Background: an optimization exercise with open tools, aiming at a short achievable clock period and few clock cycles. Do not read the settings as production practice.
Function was checked by simulation only, so behaviour that the tests miss may differ from the original.

==> inputs of v9 <==
==> flow/design.v (excerpt) <==
module dsrb_bridge (
    input  wire        clk,
    input  wire        rst,           
    input  wire        in_valid,
    output wire        in_ready,
    input  wire [15:0] in_data,
    input  wire        in_last,
    output wire        out_valid,
    input  wire        out_ready,
    output wire [15:0] out_data,
    output wire        out_last,
    output wire [1:0]  out_evt,       
    output wire        led_rx,
    output wire        led_tx,
    output wire        reset_line,
    output wire        clk_frozen,
    output wire        uart_en
);
    localparam [5:0] MASK        = 6'd63;    
    localparam [7:0] THRESH      = 8'd24;
    localparam [7:0] EP_IN_SIZE  = 8'd32;
    localparam [7:0] EP_OUT_SIZE = 8'd48;
    localparam [7:0] FLUSH_TICKS = 8'd4;
    localparam [7:0] PULSE_TICKS = 8'd10;
    localparam [2:0] ST_UNATT = 3'd0, ST_POWERED = 3'd1, ST_SUSP = 3'd2,
  ...
export LEC_CHECK = 0
export ABC_CLOCK_PERIOD_IN_PS = 3000
export CAP_MARGIN = 20
export CORE_MARGIN = 2
export CORE_UTILIZATION = 40
export PLACE_DENSITY = 0.6
export SETUP_SLACK_MARGIN = 5
export SLEW_MARGIN = 20
create_clock -name core_clock -period 9.0 [get_ports {clk}]
standard.sh (not shown) runs the stock make flow with config.mk's settings and CLKGATE_MAP_FILE= SYNTH_SCRIPT=/design/flow/synth_recipe.tcl, a recipe that flattens the netlist after the stock synthesis.
==> flow/flow/run.sh <==
#!/bin/bash
set -euo pipefail
MARGIN=${MARGIN:-6.5}
bash standard.sh SETUP_SLACK_MARGIN=$MARGIN finish > run_make.log 2>&1
==> inputs of v26, as changes to v9 <==
--- a/flow/design.v
+++ b/flow/design.v
@@ -49,63 +49,51 @@
     reg [15:0] iq_data [0:3];
     reg        iq_last [0:3];
     reg        iq_word [0:3];
     reg [5:0]  iq_inc  [0:3];
     reg [2:0]  iq_cnt;
     reg        in_ready_r;
     reg        exp_word;                 
-    reg [7:0]  wacc;                     
+    reg [7:0]  wown;                     
+    reg [7:0]  wdelta;                   
     reg [3:0]  npush;                    
-    reg [3:0]  ntick;                    
     reg [5:0]  ncmd;                     
     reg [6:0]  sum_r;                    
     reg [5:0]  pred_i;                   
     reg [8:0]  th_0, th_1, th_8, th_i;   
-    reg [8:0]  th_1t;                    
     reg [7:0]  refund;                   
     reg        moved_r;
-    reg [7:0]  wsub;                     
     assign in_ready = in_ready_r;
     wire acc   = in_valid & in_ready_r;
     wire acc_w = acc & exp_word;
     wire in_is_instep = (in_data[12:8] == 5'h08) & in_data[0];
     wire in_is_getlc  = (in_data[12:8] == 5'h18);
     wire in_is_push   = (in_data[12:8] == 5'h01);
-    wire in_is_tick   = (in_data[12:8] == 5'h0A);
     wire [5:0] inc_now = in_is_instep ? pred_i : (in_is_getlc ? 6'd8 : 6'd1);
-    wire       flush_may = flush_pend | (ntick != 4'd0) | (acc_w & in_is_tick);
-    wire [5:0] pred_i_nx = (!flush_may && sum_r < 7'd21) ? 6'd1 :
-                           (sum_r >= 7'd30) ? 6'd33 : (sum_r[5:0] + 6'd3);
+    wire [5:0] pred_i_nx = (sum_r >= 7'd30) ? 6'd33 : (sum_r[5:0] + 6'd3);
     wire [5:0] pred_m_nx = (sum_r >= 7'd29) ? 6'd33 :
                            ((sum_r < 7'd4) ? 6'd8 : (sum_r[5:0] + 6'd4));
-    wire [5:0] pred_s_nx = (!flush_may && sum_r < 7'd20) ? 6'd8 : pred_m_nx;
-    wire [8:0] th0_nx = {1'b0, WMAX} - {3'b000, pred_s_nx};
-    wire [8:0] th0t_nx = {1'b0, WMAX} - {3'b000, pred_m_nx};
-    wire c_0 = ({1'b0, wacc} <= th_0);
-    wire c_1 = ({1'b0, wacc} <= th_1);
-    wire c_8 = ({1'b0, wacc} <= th_8);
-    wire c_i = ({1'b0, wacc} <= th_i);
-    wire c_t = ({1'b0, wacc} <= th_1t);
-    wire [7:0] wbase = wacc - wsub;
-    wire [7:0] wa_0  = wbase;
-    wire [7:0] wa_1  = wbase + 8'd1;
-    wire [7:0] wa_8  = wbase + 8'd8;
-    wire [7:0] wa_i  = wbase + {2'b00, pred_i};
-    wire [7:0] wacc_nx = !acc_w ? wa_0 : (in_is_instep ? wa_i : (in_is_getlc ? wa_8 : wa_1));
-    wire w_ok = !acc_w ? c_0 : (in_is_instep ? c_i : (in_is_getlc ? c_8 : (in_is_tick ? c_t : c_1)));
+    wire [8:0] th0_nx = {1'b0, WMAX} - {3'b000, pred_m_nx};
+    wire [7:0] wsum  = wown + wdelta;           
+    wire [8:0] wnext = {1'b0, wsum};
+    wire c_0 = (wnext <= th_0);
+    wire c_1 = (wnext <= th_1);
+    wire c_8 = (wnext <= th_8);
+    wire c_i = (wnext <= th_i);
+    wire w_ok = !acc_w ? c_0 : (in_is_instep ? c_i : (in_is_getlc ? c_8 : c_1));
     wire iq_ok  = ({1'b0, iq_cnt} + {3'b000, acc}) <= 4'd3;
     wire cmd_ok = ({1'b0, ncmd} + {6'd0, acc_w}) <= (QDEPTH - 2);
     wire exp_word_nx = acc ? in_last : exp_word;
     reg        d_valid, d_word, d_last, d_ok, d_hz;
     reg [15:0] d_cmd;
     reg [7:0]  d_byte;
     reg [2:0]  d_pidx;                   
     reg [5:0]  d_inc;
     reg [3:0]  d_fcode;
-    reg        d_op01, d_op04, d_op09, d_op0a, d_op19;   
+    reg        d_op01, d_op04, d_op09, d_op19;   
     reg        f_rxpush, f_rxpop, f_rxocc, f_txpush, f_txpop, f_txocc, f_ringrst,
                f_instep, f_outstep, f_tick, f_csrrd, f_vbus, f_susp, f_wake,
                f_eorst, f_addr, f_setcfg, f_getlc, f_setlc, f_setcls, f_sendbrk,
                f_unsup, f_dev;
     reg [15:0] cur_cmd;
     reg [5:0]  cur_inc;
     reg [7:0]  pcnt;                     
@@ -183,15 +171,14 @@
     reg [7:0]  p_imm;
     reg [1:0]  p_sel;                    
     reg [5:0]  p_ptr;
     reg [5:0]  p_plen;
     reg        p_lc;
     reg [1:0]  p_evt;
     reg [7:0]  p_idx;
-    reg [7:0]  p_rxd, p_txd;             
     reg [5:0]  p_inc;
     reg        o_valid;
     reg [5:0]  o_left;
     reg        o_lc;
     wire       q_empty;
     reg        lc_busy;                  
     wire st_push = d_op01 & d_last & d_hz;    
@@ -203,15 +190,18 @@
     wire d_take  = iq_ne & (!d_valid | e_go);
     reg [5:0] sp_addr;
     reg [5:0] sp_room;
     wire ctl_state = (dstate == ST_DEFAULT) || (dstate == ST_ADDR) || (dstate == ST_CONF);
     wire lc_valid  = (pb[4] == 8'd0 || pb[4] == 8'd2) && (pb[5] <= 8'd2) &&
                      (d_byte >= 8'd5 && d_byte <= 8'd8);
     wire pb_baud_nz = (pb[0] != 8'd0) || (pb[1] != 8'd0) || (pb[2] != 8'd0) || (pb[3] != 8'd0);
-    reg  rx_full, rx_empty, tx_full, tx_empty;    
+    wire rx_full  = (occ_rx == MASK);
+    wire rx_empty = (occ_rx == 6'd0);
+    wire tx_full  = (occ_tx == MASK);
+    wire tx_empty = (occ_tx == 6'd0);
     wire [5:0] k  = occ_rx[5] ? 6'd32 : occ_rx;
     wire do_rxpush = f_rxpush & bridge & !rx_full;
     wire do_rxpop  = f_rxpop & !rx_empty;
     wire do_drain  = f_instep & bridge & d8[0] &
                      (occ_rx[5] | (occ_rx[4] & occ_rx[3]) | (flush_pend & !rx_empty));
     wire do_txpush = f_txpush & bridge & !tx_full;
     wire do_txpop  = f_txpop & !tx_empty;
@@ -305,15 +295,15 @@
             if (!do_rxpop) r_status = RS_NO;
             else begin r_v = 1'b1; r_sel = 2'd1; end
         end
         if (f_rxocc) begin r_v = 1'b1; r_imm = {2'b00, occ_rx}; end
         if (f_txpush && !do_txpush) r_status = RS_NO;
         if (f_txpop) begin
             if (!do_txpop) r_status = RS_NO;
-            else begin r_v = 1'b1; r_sel = 2'd2; end
+            else begin r_v = 1'b1; r_sel = 2'd2; r_ptr = txr; end
         end
         if (f_txocc) begin r_v = 1'b1; r_imm = {2'b00, occ_tx}; end
         if (f_instep) begin
             if (!do_drain) r_status = RS_NO;
             else begin r_v = 1'b1; r_imm = {2'b00, k}; r_plen = k; end
         end
         if (f_outstep) begin
@@ -380,33 +370,33 @@
             default: csr = 8'h00;
         endcase
     end
     reg [7:0] p_data;
     always @(*) begin
         case (p_sel)
             2'd0: p_data = p_imm;
-            2'd1: p_data = p_rxd;
-            2'd2: p_data = p_txd;
+            2'd1: p_data = rxbuf[p_ptr];
+            2'd2: p_data = txbuf[p_ptr];
             default: p_data = csr;
         endcase
     end
     wire [4:0] p_lvl = {baud_nz, (dstate == ST_SUSP), cls[0], (pulse_tx != 4'd0), (pulse_rx != 4'd0)};
-    localparam QW = 28;
+    localparam QW = 33;
     reg [QW-1:0] q_mem [0:QDEPTH-1];
     reg [4:0]    q_wp, q_rp;
     reg [5:0]    q_cnt;
     assign q_empty = (q_cnt == 6'd0);
-    wire [QW-1:0] q_in = {p_status, p_v, p_data, p_evt, p_lvl, (p_plen != 6'd0), p_lc, p_ptr};
+    wire [QW-1:0] q_in = {p_status, p_v, p_data, p_evt, p_lvl, p_plen, p_lc, p_ptr};
     wire [QW-1:0] q_hd = q_mem[q_rp];
-    wire [3:0] qh_status = q_hd[27:24];
-    wire       qh_v      = q_hd[23];
-    wire [7:0] qh_data   = q_hd[22:15];
-    wire [1:0] qh_evt    = q_hd[14:13];
-    wire [4:0] qh_lvl    = q_hd[12:8];
-    wire       qh_pay    = q_hd[7];
+    wire [3:0] qh_status = q_hd[32:29];
+    wire       qh_v      = q_hd[28];
+    wire [7:0] qh_data   = q_hd[27:20];
+    wire [1:0] qh_evt    = q_hd[19:18];
+    wire [4:0] qh_lvl    = q_hd[17:13];
+    wire [5:0] qh_plen   = q_hd[12:7];
     wire       qh_lc     = q_hd[6];
     wire [5:0] qh_ptr    = q_hd[5:0];
     reg [15:0] o_data;
     reg        o_last;
     reg [1:0]  o_evt;
     reg [4:0]  o_lvl;
     reg [5:0]  o_ptr;
@@ -449,31 +439,30 @@
             pb[d_pidx] <= d_byte;
     end
     always @(posedge clk) begin
         if (rst) begin
             in_ready_r <= 1'b0;
             exp_word <= 1'b1;
             iq_cnt <= 3'd0;
-            wacc <= 8'd0; npush <= 4'd0; ntick <= 4'd0; ncmd <= 6'd0;
+            wown <= 8'd0; wdelta <= 8'd0; npush <= 4'd0; ncmd <= 6'd0;
             sum_r <= 7'd0; pred_i <= 6'd33;
-            th_0 <= 9'd0; th_1 <= 9'd0; th_8 <= 9'd0; th_i <= 9'd0; th_1t <= 9'd0;
-            refund <= 8'd0; moved_r <= 1'b0; wsub <= 8'd0;
+            th_0 <= 9'd0; th_1 <= 9'd0; th_8 <= 9'd0; th_i <= 9'd0;
+            refund <= 8'd0; moved_r <= 1'b0;
             rem <= 8'd0; cur_fc <= 4'd0; cur_big <= 1'b0; cur_ops <= 23'd0;
             d_valid <= 1'b0;
             cur_cmd <= 16'd0; cur_inc <= 6'd0; pcnt <= 8'd0;
             sp_addr <= 6'd0; sp_room <= 6'd0;
             p_valid <= 1'b0;
             q_wp <= 5'd0; q_rp <= 5'd0; q_cnt <= 6'd0;
             o_valid <= 1'b0; o_left <= 6'd0; o_lc <= 1'b0; o_ptr <= 6'd0; o_lci <= 3'd0;
             o_data <= 16'd0; o_last <= 1'b0; o_evt <= 2'b00; o_lvl <= 5'd0;
             lc_busy <= 1'b0;
             rx_pend <= 64'd0;
             rxw <= 6'd0; rxr <= 6'd0; txw <= 6'd0; txr <= 6'd0;
             occ_rx <= 6'd0; occ_tx <= 6'd0;
-            rx_full <= 1'b0; rx_empty <= 1'b1; tx_full <= 1'b0; tx_empty <= 1'b1;
             dstate <= ST_UNATT; prev <= 3'd0; config_r <= 8'd0;
             ien_susp <= 1'b1; ien_wake <= 1'b0;
             bridge <= 1'b0; flush_pend <= 1'b0; rx_ovr <= 1'b0;
             flush_cnt <= 2'd0; pulse_rx <= 4'd0; pulse_tx <= 4'd0;
             lc_baud <= 32'd0; baud_nz <= 1'b0; lc_fmt <= 8'd0; lc_par <= 8'd0; lc_bits <= 8'd0;
             cls <= 16'd0;
             fault_code <= 4'd0; fault_multi <= 1'b0; fault_cmd <= 8'd0;
@@ -493,38 +482,35 @@
                 end
             end
             iq_cnt <= iq_cnt + {2'd0, acc} - {2'd0, d_take};
             exp_word <= exp_word_nx;
             in_ready_r <= iq_ok && cmd_ok && (!exp_word_nx || w_ok);
             moved_r <= o_moved;
             refund  <= p_valid ? ({2'b00, p_inc} - {2'b00, p_plen} - 8'd1) : 8'd0;
-            wacc    <= wacc_nx;
-            wsub    <= refund + {7'd0, moved_r};
+            wdelta  <= (acc_w ? {2'b00, inc_now} : 8'd0) - refund - {7'd0, moved_r};
+            wown    <= wnext[7:0];
             sum_r   <= {1'b0, occ_rx} + {3'b000, npush};
             pred_i  <= pred_i_nx;
             th_0    <= th0_nx;
             th_1    <= th0_nx - 9'd1;
             th_8    <= th0_nx - 9'd8;
             th_i    <= th0_nx - {3'b000, pred_i_nx};
-            th_1t   <= th0t_nx - 9'd1;
             npush <= npush + {3'd0, acc_w & in_is_push} - {3'd0, ex & d_op01};
-            ntick <= ntick + {3'd0, acc_w & in_is_tick} - {3'd0, ex & d_op0a};
             ncmd <= ncmd + {5'd0, acc_w} - {5'd0, q_pop};
             if (d_take) begin
                 d_valid <= 1'b1;
                 d_word  <= h_word;
                 d_last  <= h_last;
                 d_cmd   <= h_word ? h_data : cur_cmd;
                 d_byte  <= h_data[7:0];
                 d_pidx  <= (pcnt > 8'd6) ? 3'd7 : pcnt[2:0];
                 d_inc   <= h_word ? h_inc : cur_inc;
                 d_fcode <= fcode;
                 d_ok    <= dc_ok;
                 d_op01  <= h_word ? w_ops[0] : cur_ops[0];
-                d_op0a  <= h_word ? w_ops[9] : cur_ops[9];
                 d_op04  <= h_word ? w_ops[3] : cur_ops[3];
                 d_op09  <= h_word ? w_ops[8] : cur_ops[8];
                 d_op19  <= h_word ? w_ops[18] : cur_ops[18];
                 d_hz    <= rx_pend[rxw] | (d_valid & d_op01 & d_last & rx_pend[rxw + 6'd1]) |
                            ((f_ringrst | f_dev) & rx_pend[0]);
                 {f_dev, f_unsup, f_sendbrk, f_setcls, f_setlc, f_getlc, f_setcfg, f_addr,
                  f_eorst, f_wake, f_susp, f_vbus, f_csrrd, f_tick, f_outstep, f_instep,
@@ -556,39 +542,31 @@
                 sp_addr <= sp_addr + 6'd1;
                 if (sp_room != 6'd0) sp_room <= sp_room - 6'd1;
             end
             rx_pend <= (rx_pend & ~((o_pay && !o_lc) ? (64'd1 << o_ptr) : 64'd0))
                      | ((ex_raw && do_drain) ? drain_mask : 64'd0);
             if (ex_raw && clr_rx) begin
                 rxw <= 6'd0; rxr <= 6'd0; occ_rx <= 6'd0;
-                rx_full <= 1'b0; rx_empty <= 1'b1;
             end else if (ex && do_rxpush) begin
                 rxw <= rxw + 6'd1; occ_rx <= occ_rx + 6'd1;
-                rx_full <= (occ_rx == 6'd62); rx_empty <= 1'b0;
             end else if (ex_raw && do_rxpop) begin
                 rxr <= rxr + 6'd1; occ_rx <= occ_rx - 6'd1;
-                rx_full <= 1'b0; rx_empty <= (occ_rx == 6'd1);
             end else if (ex_raw && do_drain) begin
                 rxr <= occ_rx[5] ? {~rxr[5], rxr[4:0]} : rxw;
                 occ_rx <= occ_rx[5] ? {1'b0, occ_rx[4:0]} : 6'd0;
-                rx_full <= 1'b0; rx_empty <= !occ_rx[5] || (occ_rx[4:0] == 5'd0);
             end
             if (ex_raw && f_rxpush && bridge && rx_full) rx_ovr <= 1'b1;
             if (ex_raw && clr_tx) begin
                 txw <= 6'd0; txr <= 6'd0; occ_tx <= 6'd0;
-                tx_full <= 1'b0; tx_empty <= 1'b1;
             end else if (ex_raw && do_txpush) begin
                 txw <= txw + 6'd1; occ_tx <= occ_tx + 6'd1;
-                tx_full <= (occ_tx == 6'd62); tx_empty <= 1'b0;
             end else if (ex_raw && do_txpop) begin
                 txr <= txr + 6'd1; occ_tx <= occ_tx - 6'd1;
-                tx_full <= 1'b0; tx_empty <= (occ_tx == 6'd1);
             end else if (ex_raw && do_outstep) begin
                 txw <= txw + d8[5:0]; occ_tx <= occ_tx + d8[5:0];
-                tx_full <= (d8[5:0] == free_tx); tx_empty <= tx_empty && (d8[5:0] == 6'd0);
             end
             if (ex_raw) begin
                 if (gate_off || (f_dev && dv_flush_clr)) begin
                     flush_cnt <= 2'd0; flush_pend <= 1'b0;
                 end else if (do_drain) begin
                     flush_pend <= 1'b0;
                 end else if (f_tick && bridge) begin
@@ -630,16 +608,14 @@
                 p_imm    <= r_imm;
                 p_sel    <= r_sel;
                 p_ptr    <= r_ptr;
                 p_plen   <= r_plen;
                 p_lc     <= r_lc;
                 p_evt    <= r_evt;
                 p_idx    <= d8;
-                p_rxd    <= rxbuf[rxr];
-                p_txd    <= txbuf[txr];
                 p_inc    <= d_inc;
             end
             if (p_valid) begin
                 q_mem[q_wp] <= q_in;
                 q_wp <= q_wp + 5'd1;
             end
             q_cnt <= q_cnt + {5'd0, p_valid} - {5'd0, q_pop};
@@ -652,18 +628,18 @@
                 o_evt   <= 2'b00;
                 o_left  <= o_left - 6'd1;
                 o_ptr   <= o_ptr + 6'd1;
                 o_lci   <= o_lci + 3'd1;
             end else if (q_pop) begin
                 o_valid <= 1'b1;
                 o_data  <= {qh_status, 3'b000, qh_v, qh_data};
-                o_last  <= !qh_pay;
+                o_last  <= (qh_plen == 6'd0);
                 o_evt   <= qh_evt;
                 o_lvl   <= qh_lvl;
-                o_left  <= qh_pay ? qh_data[5:0] : 6'd0;
+                o_left  <= qh_plen;
                 o_lc    <= qh_lc;
                 o_ptr   <= qh_ptr;
                 o_lci   <= 3'd0;
             end else if (o_adv) begin
                 o_valid <= 1'b0;
             end
         end
==> inputs of v17, as changes to v9 <==
--- a/flow/design.v
+++ b/flow/design.v
@@ -21,15 +21,15 @@
     localparam [7:0] EP_IN_SIZE  = 8'd32;
     localparam [7:0] EP_OUT_SIZE = 8'd48;
     localparam [7:0] FLUSH_TICKS = 8'd4;
     localparam [7:0] PULSE_TICKS = 8'd10;
     localparam [2:0] ST_UNATT = 3'd0, ST_POWERED = 3'd1, ST_SUSP = 3'd2,
                      ST_DEFAULT = 3'd3, ST_ADDR = 3'd4, ST_CONF = 3'd5;
     localparam [3:0] RS_OK = 4'h0, RS_NO = 4'h1, RS_PEND = 4'h2, RS_IGN = 4'h3, RS_FAULT = 4'hF;
-    localparam [7:0] WMAX   = 8'd54;
+    localparam [7:0] WMAX   = 8'd56;
     localparam       QDEPTH = 32;            
     reg [7:0]  rxbuf [0:63];
     reg [7:0]  txbuf [0:63];
     reg [5:0]  rxw, rxr, txw, txr;
     reg [5:0]  occ_rx, occ_tx;
     reg [2:0]  dstate, prev;
     reg [7:0]  config_r;
@@ -54,36 +54,46 @@
     reg        in_ready_r;
     reg        exp_word;                 
     reg [7:0]  wacc;                     
     reg [3:0]  npush;                    
     reg [3:0]  ntick;                    
     reg [5:0]  ncmd;                     
     reg [6:0]  sum_r;                    
-    reg [5:0]  pred_i;                   
-    reg [8:0]  th_0, th_1, th_8, th_i;   
-    reg [8:0]  th_1t;                    
+    reg [5:0]  pi_a, pi_b;
+    reg [8:0]  tha_0, tha_1, tha_8, tha_i;
+    reg [8:0]  thb_0, thb_1, thb_8, thb_i;
+    reg        tick_r;                   
     reg [7:0]  refund;                   
     reg        moved_r;
     reg [7:0]  wsub;                     
     assign in_ready = in_ready_r;
     wire acc   = in_valid & in_ready_r;
     wire acc_w = acc & exp_word;
     wire in_is_instep = (in_data[12:8] == 5'h08) & in_data[0];
     wire in_is_getlc  = (in_data[12:8] == 5'h18);
     wire in_is_push   = (in_data[12:8] == 5'h01);
     wire in_is_tick   = (in_data[12:8] == 5'h0A);
     wire [5:0] inc_now = in_is_instep ? pred_i : (in_is_getlc ? 6'd8 : 6'd1);
-    wire       flush_may = flush_pend | (ntick != 4'd0) | (acc_w & in_is_tick);
-    wire [5:0] pred_i_nx = (!flush_may && sum_r < 7'd21) ? 6'd1 :
-                           (sum_r >= 7'd30) ? 6'd33 : (sum_r[5:0] + 6'd3);
-    wire [5:0] pred_m_nx = (sum_r >= 7'd29) ? 6'd33 :
-                           ((sum_r < 7'd4) ? 6'd8 : (sum_r[5:0] + 6'd4));
-    wire [5:0] pred_s_nx = (!flush_may && sum_r < 7'd20) ? 6'd8 : pred_m_nx;
-    wire [8:0] th0_nx = {1'b0, WMAX} - {3'b000, pred_s_nx};
-    wire [8:0] th0t_nx = {1'b0, WMAX} - {3'b000, pred_m_nx};
+    wire       flush_may = flush_pend | (ntick != 4'd0);
+    wire [5:0] pia_nx = (sum_r >= 7'd29) ? 6'd33 : (sum_r[5:0] + 6'd4);
+    wire [5:0] pib_nx = (!flush_may && sum_r < 7'd20) ? 6'd1 : pia_nx;
+    wire [5:0] pma_nx = (sum_r >= 7'd28) ? 6'd33 :
+                        ((sum_r < 7'd3) ? 6'd8 : (sum_r[5:0] + 6'd5));
+    wire [5:0] pmb_nx = (!flush_may && sum_r < 7'd19) ? 6'd8 : pma_nx;
+    reg  [5:0] pia_s, pib_s, pma_s, pmb_s;       
+    wire [8:0] thb_nx = {1'b0, WMAX} - {3'b000, pmb_s};
+    wire [8:0] tha_nx = {1'b0, WMAX} - {3'b000, pma_s};
+    reg        tick_r2;
+    wire       sel_a = tick_r | tick_r2;
+    wire [5:0] pred_i = sel_a ? pi_a : pi_b;
+    wire [8:0] th_0 = sel_a ? tha_0 : thb_0;
+    wire [8:0] th_1 = sel_a ? tha_1 : thb_1;
+    wire [8:0] th_8 = sel_a ? tha_8 : thb_8;
+    wire [8:0] th_i = sel_a ? tha_i : thb_i;
+    wire [8:0] th_1t = tha_1;
     wire c_0 = ({1'b0, wacc} <= th_0);
     wire c_1 = ({1'b0, wacc} <= th_1);
     wire c_8 = ({1'b0, wacc} <= th_8);
     wire c_i = ({1'b0, wacc} <= th_i);
     wire c_t = ({1'b0, wacc} <= th_1t);
     wire [7:0] wbase = wacc - wsub;
     wire [7:0] wa_0  = wbase;
@@ -450,16 +460,18 @@
     end
     always @(posedge clk) begin
         if (rst) begin
             in_ready_r <= 1'b0;
             exp_word <= 1'b1;
             iq_cnt <= 3'd0;
             wacc <= 8'd0; npush <= 4'd0; ntick <= 4'd0; ncmd <= 6'd0;
-            sum_r <= 7'd0; pred_i <= 6'd33;
-            th_0 <= 9'd0; th_1 <= 9'd0; th_8 <= 9'd0; th_i <= 9'd0; th_1t <= 9'd0;
+            sum_r <= 7'd0; pi_a <= 6'd33; pi_b <= 6'd33; tick_r <= 1'b0; tick_r2 <= 1'b0;
+            pia_s <= 6'd33; pib_s <= 6'd33; pma_s <= 6'd33; pmb_s <= 6'd33;
+            tha_0 <= 9'd0; tha_1 <= 9'd0; tha_8 <= 9'd0; tha_i <= 9'd0;
+            thb_0 <= 9'd0; thb_1 <= 9'd0; thb_8 <= 9'd0; thb_i <= 9'd0;
             refund <= 8'd0; moved_r <= 1'b0; wsub <= 8'd0;
             rem <= 8'd0; cur_fc <= 4'd0; cur_big <= 1'b0; cur_ops <= 23'd0;
             d_valid <= 1'b0;
             cur_cmd <= 16'd0; cur_inc <= 6'd0; pcnt <= 8'd0;
             sp_addr <= 6'd0; sp_room <= 6'd0;
             p_valid <= 1'b0;
             q_wp <= 5'd0; q_rp <= 5'd0; q_cnt <= 6'd0;
@@ -496,20 +508,30 @@
             exp_word <= exp_word_nx;
             in_ready_r <= iq_ok && cmd_ok && (!exp_word_nx || w_ok);
             moved_r <= o_moved;
             refund  <= p_valid ? ({2'b00, p_inc} - {2'b00, p_plen} - 8'd1) : 8'd0;
             wacc    <= wacc_nx;
             wsub    <= refund + {7'd0, moved_r};
             sum_r   <= {1'b0, occ_rx} + {3'b000, npush};
-            pred_i  <= pred_i_nx;
-            th_0    <= th0_nx;
-            th_1    <= th0_nx - 9'd1;
-            th_8    <= th0_nx - 9'd8;
-            th_i    <= th0_nx - {3'b000, pred_i_nx};
-            th_1t   <= th0t_nx - 9'd1;
+            tick_r  <= acc_w & in_is_tick;
+            tick_r2 <= tick_r;
+            pia_s   <= pia_nx;
+            pib_s   <= pib_nx;
+            pma_s   <= pma_nx;
+            pmb_s   <= pmb_nx;
+            pi_a    <= pia_s;
+            pi_b    <= pib_s;
+            tha_0   <= tha_nx;
+            tha_1   <= tha_nx - 9'd1;
+            tha_8   <= tha_nx - 9'd8;
+            tha_i   <= tha_nx - {3'b000, pia_s};
+            thb_0   <= thb_nx;
+            thb_1   <= thb_nx - 9'd1;
+            thb_8   <= thb_nx - 9'd8;
+            thb_i   <= thb_nx - {3'b000, pib_s};
             npush <= npush + {3'd0, acc_w & in_is_push} - {3'd0, ex & d_op01};
             ntick <= ntick + {3'd0, acc_w & in_is_tick} - {3'd0, ex & d_op0a};
             ncmd <= ncmd + {5'd0, acc_w} - {5'd0, q_pop};
             if (d_take) begin
                 d_valid <= 1'b1;
                 d_word  <= h_word;
                 d_last  <= h_last;
Settings changed: CORE_UTILIZATION 40 to 50, PLACE_DENSITY 0.6 to 0.65.
==> qor summary <==
                                                                    v9             v26             v17
Cell area after technology mapping                         117500 um^2     122600 um^2     119500 um^2
Fraction of area in multi-input gates                           30.46%          31.01%          31.55%
Final nets                                                        9269            9415            9318
P&R area growth vs syn                                          33.12%          30.37%          30.71%
Post-Route M1 WL                                             155900 um       164000 um       146600 um
Routed met3 length                                            45540 um        43890 um        45540 um
Synth cell types                                                    92              96              92
Relative max-transition margin                                  22.96%          23.11%          16.54%
Sequential element share of the synthesized area                62.96%          63.67%          62.80%
Result of the run                                       finished clean  finished clean  finished clean
First-pass GRT wire length                                   560900 um       581700 um       563400 um
Height of the die                                             546.0 um        557.7 um        492.8 um
Worst Setup Start Kind                                       input pin       flip-flop       flip-flop
Post-synthesis register bit count                                 2616            2749            2668
Via total after detailed routing                                 80780           82420           82170
Number of buffers inserted during clock tree synthesis             288             299             299
Capture point of the worst reg-to-reg path                     th_i[6]    q_mem[4][25]     rxbuf[0][7]
Largest register FFs                                               864            1024             864
Testbench counts of v9, summed over its fixed seeds: cycles 36,605.
Testbench counts of v26, summed over its fixed seeds: cycles 36,722.
Testbench counts of v17, summed over its fixed seeds: cycles 36,663.

static timing again, ports no longer ideal:
The results above use ideal ports. As a check the final layouts listed here were re-extracted and re-timed, cells and wires unchanged.
Step 1 (the two cells are an assumption about what drives the block):
set clk [get_ports {clk}]
set_driving_cell -lib_cell sky130_fd_sc_hd__clkbuf_16 $clk
set_driving_cell -lib_cell sky130_fd_sc_hd__buf_2 [delete_from_list [all_inputs] $clk]
Step 2 times the ports against the registers' clock, not the clock port: input delays grow and output delays shrink by t, the midpoint of the rising clock arrivals with the driver on.
a / b / c = ideal ports / drivers / drivers and shift; a / b = the first two.
| run | t (ns) | setup slack, ns | worst hold slack (ns) | latest minus earliest clock arrival (ns) | cell pins on the clock port's net |
|---|---|---|---|---|---|
| v9 | 0.953 | 5.402 / 5.419 / 4.466 | 0.418 / 0.418 / 0.418 | 0.114 / 0.115 | 1 |
| v26 | 0.996 | 5.579 / 5.579 / 5.064 | 0.429 / 0.429 / 0.429 | 0.095 / 0.094 | 1 |
| v17 | 1.039 | 5.648 / 5.564 / 4.958 | 0.418 / 0.418 / 0.418 | 0.096 / 0.095 | 1 |
After both steps every run listed still meets setup and hold. The setup slack of v9, which loses most, moves by +0.017 ns with the drivers and by -0.936 ns with both steps.
